From an optimization exercise on the open Yosys and OpenROAD flow, aimed at a short achievable clock period and few clock cycles per item; shortcuts taken in it are not production practice.
Only simulation tests tie the RTL to the original design; equivalence was not proved.
Power figures rest on the tool's default switching activity, not on a simulated workload.

==> flow/design.v <==
module ksih_keydec (
    input  wire [7:0] addr,
    output reg  [4:0] data
);
    always @(*) begin
        case (addr)
            8'hE7: data = 5'h00;
            8'h77: data = 5'h01;
            8'h7B: data = 5'h02;
            8'h7D: data = 5'h03;
            8'hB7: data = 5'h04;
            8'hBB: data = 5'h05;
            8'hBD: data = 5'h06;
            8'hD7: data = 5'h07;
            8'hDB: data = 5'h08;
            8'hDD: data = 5'h09;
            8'h7E: data = 5'h0A;
            8'hBE: data = 5'h0B;
            8'hDE: data = 5'h0C;
            8'hEE: data = 5'h0D;
            8'hED: data = 5'h0E;
            8'hEB: data = 5'h0F;
            default: data = 5'h10;
        endcase
    end
endmodule
module ksih (
    input  wire        clk,
    input  wire        rst,           
    output wire [3:0]  col_o,         
    input  wire [3:0]  row_i,         
    output wire [4:0]  out_o,         
    output wire        out_we_o,      
    input  wire        edge_i,        
    output wire        irq_o,         
    input  wire        invoke_i,      
    output wire        ret_o,         
    output wire        busy_o,        
    input  wire        hcmd_valid_i,  
    input  wire [10:0] hcmd_i,        
    output wire [7:0]  hrdata_o       
);
    localparam [2:0] OP_WRCOL = 3'd0, OP_RDCMB = 3'd1, OP_WROUT = 3'd2,
                     OP_ISTAT = 3'd3, OP_IDIS  = 3'd4, OP_ICLR  = 3'd5,
                     OP_IEN   = 3'd6;
    localparam [2:0] S_IDLE = 3'd0, S_DIS = 3'd1, S_CHK = 3'd2, S_COL = 3'd3,
                     S_RD   = 3'd4, S_OUT = 3'd5, S_CLR = 3'd6, S_EN  = 3'd7;
    localparam [7:0] CH_MASK   = 8'h01;
    localparam [4:0] NOKEY_OUT = 5'h10;
    reg [3:0] col_q;
    reg [4:0] out_q;
    reg       outv_q;
    reg       ier_q;
    reg       isr_q;
    reg [2:0] hs_q;
    reg [1:0] k_q;
    reg [3:0] p_q;
    reg [4:0] res_q;
    reg [7:0] hrdata_q;
    reg       out_we_q;
    reg       ret_q;
    reg  [10:0] seq_cmd;
    wire [4:0]  out_word = res_q[4] ? NOKEY_OUT : res_q;
    always @(*) begin
        case (hs_q)
            S_DIS:   seq_cmd = {OP_IDIS,  CH_MASK};
            S_CHK:   seq_cmd = {OP_ISTAT, 8'h00};
            S_COL:   seq_cmd = {OP_WRCOL, 4'h0, p_q};
            S_RD:    seq_cmd = {OP_RDCMB, 8'h00};
            S_OUT:   seq_cmd = {OP_WROUT, 3'b000, out_word};
            S_CLR:   seq_cmd = {OP_ICLR,  CH_MASK};
            S_EN:    seq_cmd = {OP_IEN,   CH_MASK};
            default: seq_cmd = 11'h000;
        endcase
    end
    wire        seq_valid  = (hs_q != S_IDLE);
    wire        host_valid = (hs_q == S_IDLE) && hcmd_valid_i && !invoke_i;
    wire        cmd_valid  = seq_valid || host_valid;
    wire [10:0] cmd        = seq_valid ? seq_cmd : hcmd_i;
    wire [2:0]  op         = cmd[10:8];
    wire [7:0]  arg        = cmd[7:0];
    reg [7:0] rd_data;
    always @(*) begin
        case (op)
            OP_RDCMB: rd_data = {row_i, col_q};
            OP_ISTAT: rd_data = {7'b0, isr_q};
            default:  rd_data = 8'h00;
        endcase
    end
    wire [4:0] dec;
    ksih_keydec u_keydec (
        .addr ({rd_data[7:4], p_q}),
        .data (dec)
    );
    wire [3:0] p_rot = {p_q[2:0], p_q[3]};
    always @(posedge clk) begin
        if (rst) begin
            col_q    <= 4'b1111;
            outv_q   <= 1'b0;
            ier_q    <= 1'b0;
            isr_q    <= 1'b0;
            hrdata_q <= 8'h00;
            out_we_q <= 1'b0;
        end else begin
            out_we_q <= 1'b0;
            if (cmd_valid) begin
                case (op)
                    OP_WRCOL: col_q <= arg[3:0];
                    OP_WROUT: begin
                        out_q    <= arg[4:0];
                        outv_q   <= 1'b1;
                        out_we_q <= 1'b1;
                    end
                    OP_IDIS:  ier_q <= ier_q & ~arg[0];
                    OP_IEN:   ier_q <= ier_q | arg[0];
                    default:  ;
                endcase
            end
            if (cmd_valid && op == OP_ICLR)
                isr_q <= (isr_q & ~arg[0]) | edge_i;
            else
                isr_q <= isr_q | edge_i;
            if (host_valid && (op == OP_RDCMB || op == OP_ISTAT))
                hrdata_q <= rd_data;
        end
    end
    always @(posedge clk) begin
        if (rst) begin
            hs_q  <= S_IDLE;
            k_q   <= 2'd0;
            p_q   <= 4'b1110;
            res_q <= 5'h10;
            ret_q <= 1'b0;
        end else begin
            ret_q <= 1'b0;
            case (hs_q)
                S_IDLE: if (invoke_i) hs_q <= S_DIS;
                S_DIS:  hs_q <= S_CHK;
                S_CHK: begin
                    if (rd_data[0]) begin         
                        p_q   <= 4'b1110;
                        k_q   <= 2'd0;
                        res_q <= 5'h10;
                        hs_q  <= S_COL;
                    end else begin                
                        hs_q  <= S_IDLE;
                        ret_q <= 1'b1;
                    end
                end
                S_COL:  hs_q <= S_RD;
                S_RD: begin
                    res_q <= dec;
                    if (!dec[4] || k_q == 2'd3) begin
                        hs_q <= S_OUT;
                    end else begin
                        k_q  <= k_q + 2'd1;
                        p_q  <= p_rot;
                        hs_q <= S_COL;
                    end
                end
                S_OUT:  hs_q <= S_CLR;
                S_CLR:  hs_q <= S_EN;
                S_EN: begin
                    hs_q  <= S_IDLE;
                    ret_q <= 1'b1;
                end
                default: hs_q <= S_IDLE;
            endcase
        end
    end
    assign col_o    = col_q;
    assign out_o    = out_q;
    assign out_we_o = out_we_q;
    assign irq_o    = ier_q & isr_q;
    assign ret_o    = ret_q;
    assign busy_o   = (hs_q != S_IDLE);
    assign hrdata_o = hrdata_q;
endmodule
==> flow/run.sh <==
#!/bin/bash
# synth_recipe.tcl (not shown) runs the flow's synth.tcl, then flattens the netlist and writes it again
# the make line also repeats each setting of config.mk as NAME=value (left out here)
make -C /OpenROAD-flow-scripts/flow DESIGN_CONFIG=/design/flow/config.mk WORK_HOME=/design/flow/orfs CLKGATE_MAP_FILE= SYNTH_SCRIPT=/design/flow/synth_recipe.tcl finish
==> flow/config.mk <==
export PLATFORM = sky130hd
export DESIGN_NAME = ksih
export DESIGN_NICKNAME = ksih
export VERILOG_FILES = /design/flow/design.v
export SDC_FILE = /design/flow/constraint.sdc
export NUM_CORES = 4
export LEC_CHECK = 0
export CAP_MARGIN = 20
export CORE_MARGIN = 2
export CORE_UTILIZATION = 40
export SLEW_MARGIN = 20
==> flow/constraint.sdc <==
create_clock -name core_clock -period 5.0 [get_ports {clk}]
set_input_delay 1.0000 -clock core_clock [delete_from_list [all_inputs] [get_ports {clk}]]
set_output_delay 1.0000 -clock core_clock [all_outputs]
set_load 0.01 [all_outputs]
==> metrics.sh <==
OUTCOME='complete, no violations'
DIE_HEIGHT_UM=74.4
CTS_INSERTED_BUFFERS=5
DESIGN.CORE.AREA_UM2=4750
GRT_ANTENNA_BEFORE_REPAIR=0
GLOBALROUTEOVERFLOWTOTAL=0
GRT_MAX_DEGREE=30
NUMBER_OF_I_O_PORT_BUFFERS=37
HTREE_LEVELS=2
CP_MAX_FO=15
TOPROUTINGLAYERUSED='met4'
UNREPAIRED_SETUP_ENDPOINTS_AFTER_GLOBAL_ROUTING='no'
FILLER_CELL_COUNT=478
DIE-AREA_UM2=5530
FF2FF_SETUP_SLACK_NS=2.56
CLKSINKCOUNT=35
NUM_ROWS=25
CLOCK_TREE.BUFFER_DEPTH=2
FINALSETUPVIOLATIONS=0
WORST_CLOCK_SKEW_NS=0.00647
TRITONCTS='built'
FMAXACHIEVABLE_MHz=308
TIMING.SETUP.TNS_NS=0
MAX_SLEW_MARGIN_PCT=59.6
CLKLATENCYLATEPIN_NS=0.29
FINAL_PERIOD_UTIL_PCT=64.9
MULTI_INPUT_COMB_AREA_UM2=1110
POST_CTS.REPAIR.SETUP_BUFFERS=0
DRT_PASS1_ITERATIONS=4
COUNT_OF_ROUTING_VIOLATIONS_AFTER_THE_OPENING_DETAILED_ROUTE_ITERATION=115
POSTCTSHOLDBUFS=0
TIMING.CRITICAL_PATH.FROM_TYPE='primary input'
DRT.ANTENNA.VIOLATING_NETS=0
SEQ_AREA_UM2=751
FINAL-HOLD-VIOLATION-COUNT=0
VIA_COUNT_OF_THE_FIRST_GLOBAL_ROUTING_PASS=1653
NETLIST.TOP_CELL.BY_AREA='dfxtp_1'
GRTUSAGETOTAL_PCT=18.7
NETLIST_AREA_UM2=1980
SYNTH-EDFF-COUNT=5
TIMING.FINAL.MAX_SLEW_VIOLATIONS=0
FINAL_LAYOUT_SIZE_SUFFIX_GT1_SHARE_PCT=5.51
NUM_ANTENNA_CELLS=0
R2R-START='p_q[0]$_SDFFE_PP0P_'
CP-STARTPOINT='row_i[0]'
MET1_LENGTH_UM=2430
R2R_END='p_q[0]$_SDFFE_PP0P_'
DR_TOTAL_VIAS=1855
DP.FINAL_HPWL_UM=3590
TIMING.REG2REG.WORST_PATH_DEPTH=6
GLOBAL_ROUTE_WIRE_LENGTH_BEFORE_REPAIR_UM=7880
CELLPOWERDENSITY_nW_PER_UM2=252
POST_SYNTH_MAIN_AREA_CONTRIBUTORS='dfxtp_1 (30%), edfxtp_1 (7.6%), a22oi_1 (5.3%)'
MAX-VDD-IR-DROP_V=0.000166
CLOCK_TREE.ROOT_CELL='clkbuf_8'
SYNTH_SEQUENTIAL_AREA_RATIO_PCT=37.9
LAYOUT.CORE_UTILIZATION_PCT=52.1
POST_DRT_VIA_CELL_RATIO=5.47
YOSYS_MOST_USED_DFF='dfxtp_1'
CRITPATHCAPTURETYPE='flip-flop'
MAXCAPVIOLATIONS=0
NETS=292
YS.WARNINGS.COUNT=2
SYNTH.TOP_CELL.AREA_SHARE_PCT=30.3
SYNTH_ASYNC_SR_FLOP_SHARE_PCT=0
SYNTH_REGISTER_BITS=35
CRIT_TYPE='in2reg'
MET3_WIRELENGTH_UM=249
GLOBALPLACE.CONGESTION=0.913
DETAIL_ROUTE.DRC_VIOLATIONS=0
HORIZ_DIE_DIM_UM=74.4
CP.REQUIRED_NS=5.19
WORST_SETUP_HOLD_PATH_CLK_SLEW_NS=0.07
SYNTHESIS.INSTANCES=243
SYNTH_NETS=264
WIRE_PER_INST_UM=14.8
TOTALWIRELENGTH_UM=5030
LAYOUT_MIN_CYCLE_TIME_NS=3.24
TYPE_OF_THE_TIGHTEST_MIN_DELAY_CHECK='reg2reg'
POSTCTSRESIZEDCELLS=0
EFFECTIVE_UTILIZATION_AT_FLOORPLAN_PCT=41.7
SYNTHESIZED_AREA_PER_CELL_UM2=8.16
WORST_PIN_SLEW_NS=0.605
MET2WIRELENGTH_UM=2300
TOTAL_LEAKAGE_POWER_nW=0.905
POST_SYNTH_NUM_CELL_TYPES=48
TIMING.CRITICAL_PATH.ARRIVAL_NS=3.43
CRIT_PATH_END='p_q[0]$_SDFFE_PP0P_'
AREA_GROWTH_SYN_TO_LAYOUT_PCT=24.9
IO_PINS=41
-- power breakdown --
group	leakage, nW	internal [W]	total (W)	switching [W]
logic	0.560	0.0000401	0.0000876	0.0000475
registers	0.288	0.000292	0.000301	0.00000930
clock network	0.0563	0.000128	0.000236	0.000108
-- layer usage --
metal	global-route usage, %	up-vias
li1	-	945
met1	25.0	849
met2	29.7	54
met3	4.20	7
met4	6.55	0
met5	0	-
-- worst min path at each step --
stage	from	end	slack, ns	depth (start not counted)
finish	res_q[1]$_SDFFE_PP0P_	res_q[1]$_SDFFE_PP0P_	0.46	2
global route	res_q[3]$_SDFFE_PP0P_	res_q[3]$_SDFFE_PP0P_	0.51	2
global placement	res_q[1]$_SDFFE_PP0P_	res_q[1]$_SDFFE_PP0P_	0.45	2
floorplan	res_q[1]$_SDFFE_PP0P_	res_q[1]$_SDFFE_PP0P_	0.44	2
CTS	res_q[1]$_SDFFE_PP0P_	res_q[1]$_SDFFE_PP0P_	0.46	2
detailed placement	res_q[1]$_SDFFE_PP0P_	res_q[1]$_SDFFE_PP0P_	0.45	2
-- cell type report --
class	count	share of cell area [%]
multi-input cells	181	45.0
flip-flops and latches	35	30.3
repair buffers	39	15.6
clock buffers	6	3.79
well taps	67	3.39
inverters	9	1.37
clock inverters	2	0.556
-- per-stage QoR --
step | instances | area [um^2] | setup WS, ns | power (W) | hold slack (ns)
3_3_place_gp | 331 | 2370 | 1.47 | 0.000395 | 0.448
5_1_grt | 339 | 2470 | 1.59 | 0.000648 | 0.508
6_report | 339 | 2470 | 1.76 | 0.000624 | 0.463
2_1_floorplan | 243 | 1980 | 2.31 | 0.000360 | 0.436
3_5_place_dp | 331 | 2370 | 1.46 | 0.000394 | 0.454
4_1_cts | 339 | 2470 | 1.77 | 0.000628 | 0.465
-- critical path, cell delays in order --
cell             delay, ns
clkdlybuf4s50_1       0.69
xnor2_1               0.37
nand3b_1              0.15
a211oi_1              0.11
or3_4                 0.45
o31a_1                0.38
a32o_1                0.28
-- synth_stat cells, drive strengths merged (3+ instances only) --
cell type,instances
dfxtp,30
nand2,27
nor2,27
a21oi,14
a22oi,14
nor3,11
clkbuf,10
buf,8
inv,8
o21ai,7
nor2b,6
edfxtp,5
mux2i,5
nand3,5
a211oi,4
nand2b,4
nor4b,4
xnor2,4
and2,3
nand3b,3
nor4,3
o32ai,3
-- kinds of logic (layout without fill, tap and decap cells) --
family | count (synthesis) | in the layout | synth area share [%]
buffers and inverters | 27 | 56 | 5.93
flip-flops | 35 | 35 | 37.9
AO/OA/AOI/OAI | 63 | 63 | 22.5
XOR/XNOR | 6 | 6 | 2.65
multiplexers | 5 | 5 | 2.53
AND/OR/NAND/NOR | 106 | 106 | 27.9
adder cells (fa/ha/maj) | 1 | 1 | 0.631
-- state kept, by name (all words and copies together), names as in the netlist, named ones only --
| signal | flops |
|---|---|
| out_q | 5 |
| isr_q | 1 |
| out_we_q | 1 |
| hrdata_q | 8 |
| hs_q | 3 |
| res_q | 5 |
| p_q | 4 |
| col_q | 4 |
| k_q | 2 |
| ret_q | 1 |
-- layout by cell type (no fill, tap or decap), types with 5 or more instances in the layout --
cell,synthesis,layout
nor2_1,27,27
inv_1,8,8
clkdlybuf4s50_1,0,37
o21ai_0,7,7
nor2b_1,6,6
mux2i_1,5,5
a22oi_1,14,14
nor3_1,10,10
edfxtp_1,5,5
nand3_1,5,5
clkbuf_8,0,5
nand2_1,27,27
a21oi_1,14,14
dfxtp_1,30,30

## port drivers added, routing unchanged
Ports are ideal in the flow. The routed layout listed here was re-timed in OpenROAD. Step 1 assumes that a clkbuf_16 drives the clock port and a buf_2 every other input. Step 2 moves the port delays by t, midway between the first and last clock arrival at a register: inputs arrive t later, outputs are due t later. That takes back most of the time a late clock gives input paths. a / b / c = ideal / step 1 / step 2; a / b = the first two.
shift t [ns]: 0.316
slack for setup (ns): 1.757 / 1.760 / 1.445
worst hold slack (ns): 0.463 / 0.463 / 0.463
cell pins on the clock port's net: 1
After both steps setup and hold are still met in this run. The setup slack of this run moves by +0.003 ns with the drivers and by -0.312 ns with both steps.
